Background: an optimization exercise with open tools, aiming at small area, a short achievable clock period and few clock cycles per item. Do not read the settings as production practice.
Only simulation tests tie the RTL to the original design; equivalence was not proved.
Power figures rest on the tool's default switching activity, not on a simulated workload.

## flow/flow/run.sh

```bash
#!/bin/bash
# The standard layout flow, with two changes:
#  1. Port buffers are made from the smallest buffer cell (repair_timing and
#     repair_design upsize them where timing needs it).
#  2. Synthesis runs the standard flow's own script through flow/synth_wrap.tcl, which
#     only swaps the ABC script (flow/map.abc) used to map the logic between
#     the flip-flops.
# The whole flow's output goes to standard_flow.log in this folder.
set -euo pipefail
WORK=$(pwd)
export BUFFER_PORTS_ARGS="-buffer_cell sky130_fd_sc_hd__buf_1"
export MAP_ABC="$WORK/flow/map.abc"
ORIG_SYNTH_SCRIPT=$(grep -o 'SYNTH_SCRIPT=[^ ]*' standard.sh | head -1 | cut -d= -f2- | tr -d "'")
export ORIG_SYNTH_SCRIPT
sed "s#SYNTH_SCRIPT=[^ ]*#SYNTH_SCRIPT=$WORK/flow/synth_wrap.tcl#" standard.sh > standard_wrap.sh
bash standard_wrap.sh > standard_flow.log 2>&1
```

## flow/config.mk

```make
export PLATFORM = sky130hd
export DESIGN_NAME = sio_ctrl
export DESIGN_NICKNAME = sio_ctrl
export VERILOG_FILES = /design/flow/design.v
export SDC_FILE = /design/flow/constraint.sdc
export NUM_CORES = 4
export LEC_CHECK = 0
export ABC_AREA = 1
export CAP_MARGIN = 20
export CORE_MARGIN = 2
export CORE_UTILIZATION = 40
export CTS_CLUSTER_DIAMETER = 80
export CTS_CLUSTER_SIZE = 25
export PLACE_DENSITY = 0.6
export SETUP_SLACK_MARGIN = 3.0
export SLEW_MARGIN = 20
export TNS_END_PERCENT = 0
```

## flow/design.v

```verilog
module sio_ctrl (
    input  wire        clk,
    input  wire        rst,           
    input  wire        req_valid,
    output wire        req_ready,
    input  wire [35:0] req_word,      
    output wire        rsp_valid,
    output wire [15:0] rsp_data,
    output wire        rsp_refused,
    output wire [1:0]  rsp_mode,
    output wire [1:0]  rsp_tmode,
    output wire        rsp_sock,
    output wire        ev_valid,
    input  wire        ev_ready,
    output wire [4:0]  ev_kind,
    output wire [47:0] ev_data,
    input  wire        ev_ok,
    input  wire [15:0] ev_rdata
);
    localparam [3:0] OP_WRCNT   = 4'h1,
                     OP_WSIOCNT = 4'h2,
                     OP_WDATA   = 4'h3,
                     OP_RDATA   = 4'h4,
                     OP_WOTHER  = 4'h5,
                     OP_RESET   = 4'h8,
                     OP_SETDRV  = 4'h9,
                     OP_DESTROY = 4'hA;
    localparam [1:0] T_IDLE = 2'd0, T_PARSE = 2'd1, T_SEND = 2'd2, T_RECV = 2'd3;
    localparam CAP_INIT = 0, CAP_DEINIT = 1, CAP_LOAD = 2, CAP_UNLOAD = 3, CAP_WREG = 4;
    localparam [4:0] EV_ATTACH        = 5'd1,
                     EV_INIT          = 5'd2,
                     EV_DEINIT        = 5'd3,
                     EV_LOAD          = 5'd4,
                     EV_UNLOAD        = 5'd5,
                     EV_DRVWR_RCNT    = 5'd6,
                     EV_DRVWR_SIOCNT  = 5'd7,
                     EV_DRVWR_OTHER   = 5'd8,
                     EV_RAISE_IRQ     = 5'd9,
                     EV_LOG_UNSUPP    = 5'd10,
                     EV_LOG_INITFAIL  = 5'd11,
                     EV_SOCK_CONNECT  = 5'd12,
                     EV_SOCK_SEND     = 5'd13,
                     EV_SOCK_SEND_HDR = 5'd14,
                     EV_SOCK_RECV     = 5'd15,
                     EV_SOCK_CLOSE    = 5'd16;
    reg  [1:0]  rc;             
    reg         s12;            
    reg         alive;
    reg  [15:0] drv0, drv1, drv2;
    reg  [4:0]  cap0, cap1, cap2;
    reg  [1:0]  tmode;
    reg  [7:0]  cursor;
    reg  [2:0]  code;           
    reg  [7:0]  b1, b2, b3, b4, b5, b6;
    reg  [15:0] len;
    reg         sock;
    reg  [15:0] sock_h;
    reg         r_valid;
    reg  [15:0] r_aux;
    reg  [15:0] r_data;
    reg  [6:0]  ev_list;        
    reg         rv_noev;        
    reg         rv_last;        
    reg         rv_lasti;       
    reg         r_init;         
    reg         r_fail;         
    reg         r_refused;
    reg         r_conn;         
    reg         r_sd;           
    reg         r_dnz;          
    reg         r_mop;          
    reg         r_op2;          
    reg         r_des;          
    reg         r_al, r_ah;     
    reg         r_kp;           
    reg         r_k46;          
    reg         r_k7;           
    reg         r_s2, r_s3;     
    reg         r_ff;           
    reg         ev_v;
    reg  [4:0]  ev_k;
    reg  [2:0]  ev_e;           
    reg         ev_udl;         
    reg         ev_udh;         
    reg         ev_us;          
    reg         ev_uh;          
    reg         ev_uc;          
    reg         ev_uv;          
    reg         ev_uo;          
    wire fin  = rv_noev | (ev_ready & (rv_last | (rv_lasti & ev_ok)));
    wire xfer = ev_v & ev_ready;
    assign rsp_valid = fin;
    assign req_ready = ~r_valid | fin;
    wire take = req_valid & req_ready;
    assign ev_valid = ev_v;
    assign ev_kind  = ev_k;
    wire [15:0] drv_sel = ({16{ev_e[0]}} & drv0) | ({16{ev_e[1]}} & drv1) | ({16{ev_e[2]}} & drv2);
    assign ev_data[7:0]   = drv_sel[7:0] | ({8{ev_udl}} & r_data[7:0]) | ({8{ev_us}} & sock_h[7:0]) |
                            ({8{ev_uh}} & b2) | {7'h0, ev_uc};
    assign ev_data[15:8]  = drv_sel[15:8] | ({8{ev_udh}} & r_data[15:8]) | ({8{ev_us}} & sock_h[15:8]) |
                            ({8{ev_uh}} & b1);
    assign ev_data[31:16] = ({16{ev_uv}} & r_data) | ({16{ev_uh}} & {b5, b6}) | ({16{ev_uc}} & 16'h7F00);
    assign ev_data[47:32] = ({16{ev_uo}} & r_aux) | ({16{ev_uh}} & {b3, b4}) | ({16{ev_uc}} & 16'd3141);
    wire [15:0] rsp_keep = {{8{r_kp}}, r_k7, {3{r_k46}}, {4{r_kp}}};
    assign rsp_data = ({{8{r_ah}}, {8{r_al}}} & ev_rdata) | (rsp_keep & r_data) |
                      {16{r_ff}} | {12'h0, r_s3, r_s2, 2'b00};
    assign rsp_refused = r_refused;
    assign rsp_mode    = {rc[1], rc[1] ? rc[0] : s12};
    assign rsp_tmode   = tmode;
    assign rsp_sock    = r_conn ? ev_ok : sock;
    wire [3:0]  q_op   = req_word[35:32];
    wire [15:0] q_aux  = req_word[31:16];
    wire [15:0] q_data = req_word[15:0];
    wire [7:0]  q_b    = q_data[7:0];
    wire        commit = r_valid & r_sd & ~r_fail;
    wire [2:0]  r_k    = {r_aux[1] & r_aux[0], r_aux[1] & ~r_aux[0], ~r_aux[1]};
    wire [4:0]  ncaps  = r_dnz ? r_aux[8:4] : 5'd0;
    wire [4:0]  f_cap0 = (commit & r_k[0]) ? ncaps : cap0;
    wire [4:0]  f_cap1 = (commit & r_k[1]) ? ncaps : cap1;
    wire [4:0]  f_cap2 = (commit & r_k[2]) ? ncaps : cap2;
    wire        f_sock = (r_valid & r_conn) ? ev_ok : sock;
    wire op1 = (q_op == OP_WRCNT);
    wire op2 = (q_op == OP_WSIOCNT);
    wire op3 = (q_op == OP_WDATA);
    wire op4 = (q_op == OP_RDATA);
    wire op5 = (q_op == OP_WOTHER);
    wire op8 = (q_op == OP_RESET);
    wire op9 = (q_op == OP_SETDRV);
    wire opA = (q_op == OP_DESTROY);
    wire ok  = alive & (op1 | op2 | op3 | op4 | op5 | op8 | op9 | opA);
    wire g1  = alive & op1;
    wire g2  = alive & op2;
    wire g3  = alive & op3;
    wire g4  = alive & op4;
    wire g5  = alive & op5;
    wire g8  = alive & op8;
    wire g9  = alive & op9;
    wire gA  = alive & opA;
    wire [1:0]  mode = {rc[1], rc[1] ? rc[0] : s12};
    wire        a0 = ~rc[1];
    wire        a1 = rc[1] & ~rc[0];
    wire        a2 = rc[1] & rc[0];
    wire [2:0]  act = {a2, a1, a0};
    wire [4:0]  acap = ({5{a0}} & f_cap0) | ({5{a1}} & f_cap1) | ({5{a2}} & f_cap2);
    reg  [1:0]  nrc;
    reg         ns12;
    always @* begin
        nrc  = rc;
        ns12 = s12;
        if (g1) nrc = q_data[15:14];
        if (g2) ns12 = q_data[12];
        if (g8) begin nrc = 2'b10; ns12 = 1'b0; end
    end
    wire        d15 = q_data[15];
    wire        d14 = q_data[14];
    wire        u1  = acap[CAP_UNLOAD] & (d15 ? (d14 ? ~a2 : ~a1) : rc[1]);
    wire        l1  = d15 ? (d14 ? ~a2 & f_cap2[CAP_LOAD] : ~a1 & f_cap1[CAP_LOAD])
                          : rc[1] & f_cap0[CAP_LOAD];
    wire        w1  = d15 ? (d14 ? f_cap2[CAP_WREG] : f_cap1[CAP_WREG]) : f_cap0[CAP_WREG];
    wire [2:0]  ns1 = {d15 & d14, d15 & ~d14, ~d15};
    wire        chg2 = ~rc[1] & (q_data[12] ^ s12);
    wire        u2  = chg2 & acap[CAP_UNLOAD];
    wire        l2  = chg2 & acap[CAP_LOAD];
    wire        w2  = acap[CAP_WREG];
    wire        irq2 = ~w2 & ~rc[1] & q_data[7] & q_data[0] & q_data[14];
    wire        w5  = acap[CAP_WREG];
    wire        u8  = acap[CAP_UNLOAD];
    wire        l8  = f_cap1[CAP_LOAD];
    wire        sd_bad = q_aux[2];
    wire        k0 = ~q_aux[1];
    wire        k1 = q_aux[1] & ~q_aux[0];
    wire        k2 = q_aux[1] & q_aux[0];
    wire        ku = (k0 & a0 & f_cap0[CAP_UNLOAD]) | (k1 & a1 & f_cap1[CAP_UNLOAD]) |
                     (k2 & a2 & f_cap2[CAP_UNLOAD]);
    wire        kd = (k0 & f_cap0[CAP_DEINIT]) | (k1 & f_cap1[CAP_DEINIT]) | (k2 & f_cap2[CAP_DEINIT]);
    wire        k_act = (k0 & a0) | (k1 & a1) | (k2 & a2);
    wire [4:0]  sd_caps = q_aux[8:4];
    wire        d_nz = |q_data;
    wire        s0 = ~sd_bad & ku;                        
    wire        s1 = ~sd_bad & kd;                        
    wire        s2 = ~sd_bad & d_nz;                      
    wire        s6 = s2 & k_act & sd_caps[CAP_LOAD];      
    wire        c7    = (|cursor[7:3]) | (&cursor[2:0]);
    wire        c0    = (cursor == 8'd0);
    wire        is_fe = (q_b == 8'hFE);
    wire        t_send = (tmode == T_SEND);
    wire        t_recv = (tmode == T_RECV);
    wire        t_pend = (tmode == T_PARSE) & ~c0;       
    wire        ds_s  = (code == 3'd2) & c7 & sock;
    wire        dr_s  = (code == 3'd3) & sock;
    wire        dc_s  = (code == 3'd5) & c7 & ~sock;
    wire        dl_s  = (code == 3'd6) & sock;
    wire        disp  = t_pend & is_fe;
    wire        d_send = disp & ds_s;
    wire        d_recv = disp & dr_s;
    wire        d_conn = disp & dc_s;
    wire        d_clos = disp & dl_s;
    wire        rem_last = ~(|{b6, b5[7:1]});    
    wire [4:0]  lA = {f_sock, f_cap2[CAP_DEINIT], f_cap1[CAP_DEINIT], f_cap0[CAP_DEINIT], acap[CAP_UNLOAD]};
    wire [6:0]  q_list =
        ({7{g1}} & {4'b0, w1, l1, u1}) |
        ({7{g2}} & {3'b0, irq2, w2, l2, u2}) |
        ({7{g5}} & {4'b0, w5, 2'b0}) |
        ({7{g8}} & {5'b0, l8, u8}) |
        ({7{g3}} & {6'b0, t_send | (t_pend & (ds_s | dc_s | dl_s) & is_fe)}) |
        ({7{g4}} & {6'b0, t_recv}) |
        ({7{g9}} & {s6, sd_bad | (d_nz & sd_caps[CAP_INIT]),
                    s2 & sd_caps[CAP_INIT] & sd_caps[CAP_DEINIT], s2 & sd_caps[CAP_INIT], s2, s1, s0}) |
        ({7{gA}} & {2'b0, lA});
    function [6:0] lowbit;
        input [6:0] l;
        begin
            lowbit = l & ~{l[5:0], 1'b0} & ~{l[4:0], 2'b0} & ~{l[3:0], 3'b0} &
                     ~{l[2:0], 4'b0} & ~{l[1:0], 5'b0} & ~{l[0], 6'b0};
        end
    endfunction
    function one_at_most;
        input [6:0] l;
        begin
            one_at_most = ~(|(l & ~lowbit(l)));
        end
    endfunction
    wire [4:0] k_mode1 = u1 ? EV_UNLOAD : l1 ? EV_LOAD : EV_DRVWR_RCNT;
    wire [4:0] k_mode2 = u2 ? EV_UNLOAD : l2 ? EV_LOAD : w2 ? EV_DRVWR_SIOCNT : EV_RAISE_IRQ;
    wire [4:0] k_mode8 = u8 ? EV_UNLOAD : EV_LOAD;
    wire [4:0] k_wdata = t_send ? EV_SOCK_SEND : (code == 3'd2) ? EV_SOCK_SEND_HDR :
                         (code == 3'd5) ? EV_SOCK_CONNECT : EV_SOCK_CLOSE;
    wire [4:0] k_sd    = s0 ? EV_UNLOAD : s1 ? EV_DEINIT : sd_bad ? EV_LOG_UNSUPP : EV_ATTACH;
    wire [4:0] k_des   = lA[0] ? EV_UNLOAD : (lA[3:1] != 3'd0) ? EV_DEINIT : EV_SOCK_CLOSE;
    wire [6:0] fA      = lowbit({2'b0, lA});
    wire [4:0] qf_kind =
        ({5{op1}} & k_mode1) | ({5{op2}} & k_mode2) | ({5{op5}} & EV_DRVWR_OTHER) |
        ({5{op8}} & k_mode8) | ({5{op3}} & k_wdata) | ({5{op4}} & EV_SOCK_RECV) |
        ({5{op9}} & k_sd)    | ({5{opA}} & k_des);
    wire [2:0] qf_e =
        ({3{op1}} & (u1 ? act : ns1)) |
        ({3{op2}} & (u2 | l2 | w2 ? act : 3'b000)) |
        ({3{op5}} & act) |
        ({3{op8}} & (u8 ? act : 3'b010)) |
        ({3{op9 & (s0 | s1)}} & {k2, k1, k0}) |
        ({3{opA}} & (lA[0] ? act : fA[3:1]));
    wire       qf_udl = (op3 & t_send) | (op9 & ~s0 & ~s1 & ~sd_bad);
    wire       qf_udh = op9 & ~s0 & ~s1 & ~sd_bad;
    wire       qf_us  = (op3 & ~t_send & (code != 3'd2) & (code != 3'd5)) | (opA & ~(|lA[3:0]));
    wire       qf_uh  = op3 & ~t_send & (code == 3'd2);
    wire       qf_uc  = op3 & ~t_send & (code == 3'd5);
    wire       qf_uv  = (op1 & ~u1 & ~l1) | (op2 & ~u2 & ~l2 & w2) | op5;
    wire       qf_uo  = op5;
    wire       last1 = one_at_most({4'b0, w1, l1, u1});
    wire       last2 = one_at_most({3'b0, irq2, w2, l2, u2});
    wire       last8 = ~(u8 & l8);
    wire       last9 = sd_bad | (s0 ? ~s1 & ~d_nz : s1 ? ~d_nz : ~sd_caps[CAP_INIT] & ~s6);
    wire       lastA = one_at_most({2'b0, lA});
    wire       qf_last = (op1 & last1) | (op2 & last2) | op3 | op4 | op5 | (op8 & last8) |
                         (op9 & last9) | (opA & lastA);
    wire [6:0] cur = lowbit(ev_list);
    reg  [6:0] rest;
    always @* begin
        rest = ev_list & ~cur;
        if (r_init) begin
            if (ev_ok) rest[5:4] = 2'b00;
            else       rest[6]   = 1'b0;
        end
    end
    wire [6:0] nx = lowbit(rest);
    wire       nx_init = r_sd & nx[3];
    wire [6:0] nx_rest = rest & ~nx;
    wire       nx_last = nx_init ? ~nx_rest[6] : ~(|nx_rest);
    reg  [4:0] nx_kind;
    reg  [2:0] nx_e;
    reg        nx_ud, nx_us;
    always @* begin
        nx_kind = 5'd0;
        nx_e    = 3'd0;
        nx_ud   = 1'b0;
        nx_us   = 1'b0;
        if (r_mop) begin
            if (nx[1]) begin nx_kind = EV_LOAD; nx_e = {a2, a1, a0}; end
            if (nx[2]) begin nx_kind = r_op2 ? EV_DRVWR_SIOCNT : EV_DRVWR_RCNT; nx_e = {a2, a1, a0}; end
            if (nx[3]) nx_kind = EV_RAISE_IRQ;
        end
        if (r_sd) begin
            if (nx[1]) begin nx_kind = EV_DEINIT; nx_e = r_k; end
            if (nx[2]) begin nx_kind = EV_ATTACH; nx_ud = 1'b1; end
            if (nx[3]) begin nx_kind = EV_INIT;   nx_ud = 1'b1; end
            if (nx[4]) begin nx_kind = EV_DEINIT; nx_ud = 1'b1; end
            if (nx[5]) nx_kind = EV_LOG_INITFAIL;
            if (nx[6]) begin nx_kind = EV_LOAD;   nx_ud = 1'b1; end
        end
        if (r_des) begin
            if (nx[1]) begin nx_kind = EV_DEINIT; nx_e = 3'b001; end
            if (nx[2]) begin nx_kind = EV_DEINIT; nx_e = 3'b010; end
            if (nx[3]) begin nx_kind = EV_DEINIT; nx_e = 3'b100; end
            if (nx[4]) begin nx_kind = EV_SOCK_CLOSE; nx_us = 1'b1; end
        end
    end
    wire [15:0] rem_dec = {b6, b5} - 16'd1;
    wire        t_parse = (tmode == T_PARSE);
    wire [6:1]  w_b;                  
    genvar gi;
    generate for (gi = 1; gi <= 6; gi = gi + 1) begin : g_wb
        assign w_b[gi] = t_parse & (cursor == gi);
    end endgenerate
    wire        b_take = take & g3;
    wire        cnt56  = (g3 & t_send) | (g4 & t_recv);
    wire [1:0]  en56   = {2{cnt56}} |
                         ({2{g3}} & (is_fe ? {2{t_pend & dr_s}} : w_b[6:5]));
    always @(posedge clk) begin
        if (rst) begin
            r_valid <= 1'b0;
            rv_noev <= 1'b0;
            rv_last <= 1'b0;
            rv_lasti <= 1'b0;
            ev_v    <= 1'b0;
            r_fail  <= 1'b0;
            r_conn  <= 1'b0;
            r_sd    <= 1'b0;
            rc      <= 2'b10;
            s12     <= 1'b0;
            alive   <= 1'b1;
            cap0    <= 5'd0;
            cap1    <= 5'd0;
            cap2    <= 5'd0;
            tmode   <= T_IDLE;
            len     <= 16'h0;
            sock    <= 1'b0;
        end else begin
            if (fin & r_conn) begin
                sock <= ev_ok;
            end
            if (fin & commit) begin
                if (r_k[0]) cap0 <= ncaps;
                if (r_k[1]) cap1 <= ncaps;
                if (r_k[2]) cap2 <= ncaps;
            end
            if (take) begin
                r_valid <= 1'b1;
                rv_noev <= ~(|q_list);
                rv_last <= (|q_list) & qf_last;
                rv_lasti <= 1'b0;
                ev_v    <= |q_list;
                r_fail  <= 1'b0;
                r_conn  <= g3 & d_conn;
                r_sd    <= g9 & ~sd_bad;
                rc  <= nrc;
                s12 <= ns12;
                if (gA) begin
                    alive <= 1'b0;
                    sock  <= 1'b0;
                end
                if (g3) begin
                    case (tmode)
                        T_IDLE:  if (q_b == 8'h89) tmode <= T_PARSE;
                        T_PARSE: begin
                            if (c0) begin
                                if (q_b[7:1] == 7'h00 || q_b[7:1] == 7'h7F) tmode <= T_IDLE;
                            end else if (is_fe) begin
                                tmode <= d_send ? T_SEND : d_recv ? T_RECV : T_IDLE;
                                if (d_clos) sock <= 1'b0;
                                if (d_send) len <= {b6, b5};
                            end else if (&cursor)
                                tmode <= T_IDLE;
                        end
                        T_SEND:  if (rem_last) tmode <= T_IDLE;
                        default: ;
                    endcase
                end
                if (g4 & t_recv & rem_last)
                    tmode <= T_IDLE;
            end else if (fin) begin
                r_valid <= 1'b0;
                rv_noev <= 1'b0;
                rv_last <= 1'b0;
                rv_lasti <= 1'b0;
                ev_v    <= 1'b0;
            end else if (xfer) begin
                ev_v <= |rest;
                rv_noev <= ~(|rest);
                rv_last <= (|rest) & nx_last & ~nx_init;
                rv_lasti <= nx_last & nx_init;
                if (r_init & ~ev_ok)
                    r_fail <= 1'b1;
            end
        end
    end
    always @(posedge clk) begin
        if (fin & r_conn & ev_ok)
            sock_h <= ev_rdata;
        if (fin & commit) begin
            if (r_k[0]) drv0 <= r_data;
            if (r_k[1]) drv1 <= r_data;
            if (r_k[2]) drv2 <= r_data;
        end
        if (take) begin
            r_aux     <= q_aux;
            r_data    <= q_data;
            ev_list   <= q_list;
            r_init    <= 1'b0;
            r_refused <= ~ok;
            r_dnz     <= d_nz;
            r_mop     <= op1 | op2 | op8;
            r_op2     <= op2;
            r_des     <= opA;
            r_al  <= (g2 & w2) | (g5 & w5) | (g4 & t_recv);
            r_ah  <= (g2 & w2) | (g5 & w5);
            r_kp  <= (g2 & ~w2) | (g5 & ~w5);
            r_k46 <= (g2 & ~w2 & ~a1) | (g5 & ~w5);
            r_k7  <= (g2 & ~w2 & ~(~rc[1] & q_data[0])) | (g5 & ~w5);
            r_s2  <= g2 & ~w2 & ~a2;
            r_s3  <= g2 & ~w2 & a1;
            r_ff  <= g4 & ~t_recv;
            ev_k   <= qf_kind;
            ev_e   <= qf_e;
            ev_udl <= qf_udl;
            ev_udh <= qf_udh;
            ev_us  <= qf_us;
            ev_uh  <= qf_uh;
            ev_uc  <= qf_uc;
            ev_uv  <= qf_uv;
            ev_uo  <= qf_uo;
        end else if (xfer & ~fin) begin
            ev_list <= rest;
            r_init  <= nx_init;
            ev_k    <= nx_kind;
            ev_e    <= nx_e;
            ev_udl  <= nx_ud;
            ev_udh  <= nx_ud;
            ev_us   <= nx_us;
            ev_uh   <= 1'b0;
            ev_uc   <= 1'b0;
            ev_uv   <= r_mop & nx[2];
            ev_uo   <= 1'b0;
        end
        if (take & g3) begin
            if (tmode == T_IDLE)
                cursor <= 8'd0;
            else if (tmode == T_PARSE) begin
                if (c0) begin
                    if (q_b[7:3] == 5'd0 && q_b[2:1] != 2'b00) begin
                        code   <= q_b[2:0];
                        cursor <= 8'd1;
                    end
                end else if (~is_fe)
                    cursor <= cursor + 8'd1;
            end
        end
        if (b_take & ~is_fe & w_b[1]) b1 <= q_b;
        if (b_take & ~is_fe & w_b[2]) b2 <= q_b;
        if (b_take & ~is_fe & w_b[3]) b3 <= q_b;
        if (b_take & ~is_fe & w_b[4]) b4 <= q_b;
        if (take & en56[0]) b5 <= t_parse ? (is_fe ? len[7:0]  : q_b) : rem_dec[7:0];
        if (take & en56[1]) b6 <= t_parse ? (is_fe ? len[15:8] : q_b) : rem_dec[15:8];
    end
endmodule
```

## flow/flow/synth_wrap.tcl

```tcl
# Wraps the standard flow's synthesis script (ORIG_SYNTH_SCRIPT) and changes one thing:
# the ABC script that maps the logic between the flip-flops is flow/map.abc
# instead of ORFS's (the other abc arguments are kept). Everything before the
# mapping, the flip-flops included, is unchanged.
proc abc {args} {
  set kept {}
  set skip 0
  foreach x $args {
    if {$skip} { set skip 0; continue }
    if {$x eq "-script"} { set skip 1; continue }
    lappend kept $x
  }
  yosys abc -script $::env(MAP_ABC) {*}$kept
}
source $::env(ORIG_SYNTH_SCRIPT)
```

## flow/standard.sh

```bash
#!/bin/bash
# synth_recipe.tcl (not shown) runs the flow's synth.tcl, then flattens the netlist and writes it again
# the make line also repeats each setting of config.mk as NAME=value (left out here)
make -C /OpenROAD-flow-scripts/flow DESIGN_CONFIG=/design/flow/config.mk WORK_HOME=/design/flow/orfs CLKGATE_MAP_FILE= SYNTH_SCRIPT=/design/flow/synth_recipe.tcl "${@:-finish}"
```

## flow/flow/map.abc

```
strash
dch
map -B 0.9
topo
stime -c
dnsize -c
```

## flow/constraint.sdc

```tcl
create_clock -name core_clock -period 6.0 [get_ports {clk}]
set_input_delay 1.2000 -clock core_clock [delete_from_list [all_inputs] [get_ports {clk}]]
set_output_delay 1.2000 -clock core_clock [all_outputs]
set_load 0.01 [all_outputs]
```

==> summary.txt <==
-- state kept, by name, summed over array words and instances (netlist names), 8 cells and up --
| register | cells |
|---|---|
| drv1 | 16 |
| b3 | 8 |
| drv0 | 16 |
| b5 | 8 |
| r_data | 16 |
| sock_h | 16 |
| b1 | 8 |
| cursor | 8 |
| b4 | 8 |
| b6 | 8 |
| r_aux | 16 |
| len | 16 |
| b2 | 8 |
| drv2 | 16 |
-- layout by cell type (no fill, tap or decap), types with 4 or more instances in the layout --
cell	count
clkbuf_16	17
buf_4	20
a32oi_1	4
nand4_1	21
a211oi_1	10
clkinv_1	130
a221oi_1	16
a221o_1	22
nor2_4	5
a31oi_1	9
nand3_1	82
nor2_2	5
a22oi_1	4
nor2_1	134
a22o_1	14
xor2_1	5
nand2_1	324
o22ai_1	4
edfxtp_1	190
dfxtp_1	44
o21ai_0	92
ha_1	10
nor3_1	10
buf_1	128
clkinv_2	4
a21oi_1	69
-- worst min-delay path, stage by stage (launching register included) --
cell and delay (ps):
dfxtp_1 310, clkinv_1 50, a21oi_1 50
-- cell families (layout without fill, tap and decap cells) --
kind of cell | after synthesis | after routing | share of synthesized area
buffers and inverters | 140 | 323 | 0.0463
and+or+nand+nor | 599 | 599 | 0.214
adders and majority gates | 11 | 11 | 0.0120
xor gates and xnor gates | 6 | 6 | 0.00459
AOI/OAI and AO/OA | 267 | 267 | 0.147
DFF | 234 | 234 | 0.576
-- synthesized netlist by cell type, types with 4 or more instances --
| library cell | number |
|---|---|
| clkinv_1 | 139 |
| o22ai_1 | 4 |
| a21oi_1 | 72 |
| ha_1 | 11 |
| nor2_1 | 144 |
| nor3_1 | 13 |
| a221o_1 | 22 |
| dfxtp_1 | 44 |
| nand3_1 | 84 |
| o21ai_0 | 93 |
| nand4_1 | 21 |
| a221oi_1 | 16 |
| nand2_1 | 328 |
| xor2_1 | 5 |
| edfxtp_1 | 190 |
| a31oi_1 | 9 |
| a32oi_1 | 4 |
| a211oi_1 | 10 |
| a22oi_1 | 4 |
| a22o_1 | 14 |
-- per-stage QoR --
| stage | area [µm²] | utilization | power [µW] | hold WS (ps) |
|---|---|---|---|---|
| final | 13400 | 0.477 | 3680 | 450 |
| after global routing | 13400 | 0.477 | 3810 | 469 |
| after CTS | 13300 | 0.475 | 3700 | 453 |
| after detailed placement | 12600 | 0.449 | 2470 | 439 |
| after global placement | 12600 | 0.449 | 2470 | 431 |
| after floorplan | 11600 | - | 2230 | 420 |
-- what timing repair did --
action,4_1_cts,5_1_grt
cloned,0,0
endpoints found under the hold margin,0,0
hold buffers,0,0
buffers inserted,14,2
setup endpoints to repair,125,169
pin swaps,2,1
resized for setup,18,14
-- where the power goes --
part	leakage [µW]	total, µW	internal [µW]	switching (µW)
combinational	0.00231	562	190	372
sequential	0.00212	1930	1830	95.6
clock	0.000266	1200	558	637
total	0.00469	3680	2580	1110
-- layer usage --
layer,vias up,share of wire,wire length (µm)
li1,4808,-,-
met5,-,0,0
met4,0,0.025,960
met2,422,0.44,16800
met3,53,0.076,2900
met1,4813,0.46,17500
-- cell type report --
cell class              count  area [µm²]
fillers                  2736       14600
repair buffers            156         708
flip-flops and latches    234        6590
clock inverters             8         111
multi-input cells         883        4480
clock buffers              20         437
inverters                 139         568
well taps                 378         473
-- worst min path at each step --
stage	start	endpoint	slack [ps]	cells past startpoint
finish	cap1[4]$_SDFFE_PP0P_	cap1[4]$_SDFFE_PP0P_	450	2
global route	cap1[4]$_SDFFE_PP0P_	cap1[4]$_SDFFE_PP0P_	470	2
CTS	cap1[4]$_SDFFE_PP0P_	cap1[4]$_SDFFE_PP0P_	450	2
detailed placement	cap1[4]$_SDFFE_PP0P_	cap1[4]$_SDFFE_PP0P_	440	2
global placement	cap1[4]$_SDFFE_PP0P_	cap1[4]$_SDFFE_PP0P_	430	2
floorplan	cap1[2]$_SDFFE_PP0P_	cap1[2]$_SDFFE_PP0P_	420	2
==> results.yml <==
setup_path:
  timing.rr.start: "rc[1]$_SDFFE_PP1P_"
  worstPathRequired_ps: 4800
  cp_max_fo: 3
  ff2ff_path_depth: 12
  r2r_slack_ps: 2960
  slowest_delay_ps: 190
  worst_setup_path_start_kind: "input pin"
  path_delay_family: "buffers and inverters"
  critical_path_depth: 6
  end_kind: "output pin"
  cp_slowest_cell: "a21o_4"
  cp.buffers_inverters: 3
  worst-setup-path-type: "in -> out"
  reg2reg_to: "ev_e[0]$_DFFE_PP_"
  crit_start: "ev_ok"
  crit_end: "req_ready"
  worstPathArrival_ps: 1980
  cp_cell_sequence: "buf_8, a21o_4, a21oi_4, buf_4, nand2_4, buf_2"
sta:
  drv_slew: 0
  timing.slew.headroom: 0.275
  fmax_mhz: 315
  tns_ps: 0
  tightest_slew_ps: 1090
  min_period_ps: 3180
  hold_violations: 0
  grt_setup_unrepaired: "yes"
  fin_crit_sh: 0.530
  fin_worst_skew_ps: 32.4
  setup_viol: 0
  fin_ws_ps: 2820
power:
  p_leak_uw: 0.00469
  power_density_nw_per_um2: 276
  ir_drop_uv: 279
place:
  pre_cts_ws_ps: 1880
  routabilityCongestion: 0.925
  dp_cells: 1774
  place.port_buffers: 134
  dp_hpwl_mm: 27.8
floorplanning:
  die_w_um: 173
  die_h_um: 173
  rows: 61
  ios: 135
  floorplan.initialDensity: 0.408
  dieArea_um2: 30000
  core_um2: 28000
run:
  maxCapViolations: 0
cts:
  clkSinkCount: 234
  cts_tree: "yes"
  path_clk_slew_ps: 80
  clk_path_buf_depth: 3
  clock_latency_ps: 520
  clock-root-buffer: "clkbuf_16"
  cts_buffers: 16
  cts_max_level: 1
global_routing:
  grt.overflow.total: 0
  antenna_found_initial: 0
  grt_pass1_wl_mm: 57.3
  met3_usage: 0.0365
  grt_util_met1: 0.366
  grt.total_usage: 0.248
  grt_pass1_vias: 9401
  busiest_layer: "met2"
  grt_start_max_net_pins: 76
  grtUsageMet2: 0.383
route:
  final_antenna_net_count: 0
  drt_pre_antenna_iters: 6
  drtIter0Drc: 994
  drc: 0
  num_vias: 10100
  routed_wl_mm: 38.1
  viasPerCell: 5.55
  wl_per_cell_um: 21.0
yosys:
  avgSynthCellArea_um2: 9.10
  yosys.area.top_type: "edfxtp_1"
  syn_inst: 1257
  synthDistinctLibCells: 37
  syn_nets: 1325
  synth-seq-area-share: 0.576
  synthArstFlopShare: 0
  synth.cell_area_um2: 11400
  synth_edf_count: 190
  synth_ff_type: "edfxtp_1"
  yosysTopAreaCellShare: 0.499
  ys_seq_elements: 234
  synth-warning-count: 1
  netlist_top_cells_area: "edfxtp_1, nand2_1, dfxtp_1"
finish:
  drive_above_1_share: 0.0646
  antenna_cells: 0
  areaGrowthSynthToFinish_pct: 16.8
  layoutNonFillerInstCount: 1818
  nets: 1498
status:
  status: "finished clean"
worst_hold_path:
  min-delay-path-class: "reg -> reg"
Testbench counts, summed over its fixed seeds: cycles 26,843, items 25,959.

[port drivers added, routing unchanged]
The flow's constraints put no driver on any port. The routed layout listed below was extracted and timed again, unchanged, in two steps.
Step 1: set_driving_cell puts a clkbuf_16 on clk and a buf_2 on each other input, an assumption about the parent block.
Step 2, shift: input delay + t, output delay - t, t = (earliest + latest rising clock arrival at the registers) / 2. This alone moves slack from input paths to output paths.
Three values: no drivers, after step 1, after step 2; two values: the first two.
t (ns): 0.548
slack for setup (ns): 2.821 / 2.784 / 2.376
worst data-port slew with drivers (ns): 0.05
After both steps this run still meets setup and hold. The setup slack of this run moves by -0.037 ns with the drivers and by -0.445 ns with both steps.
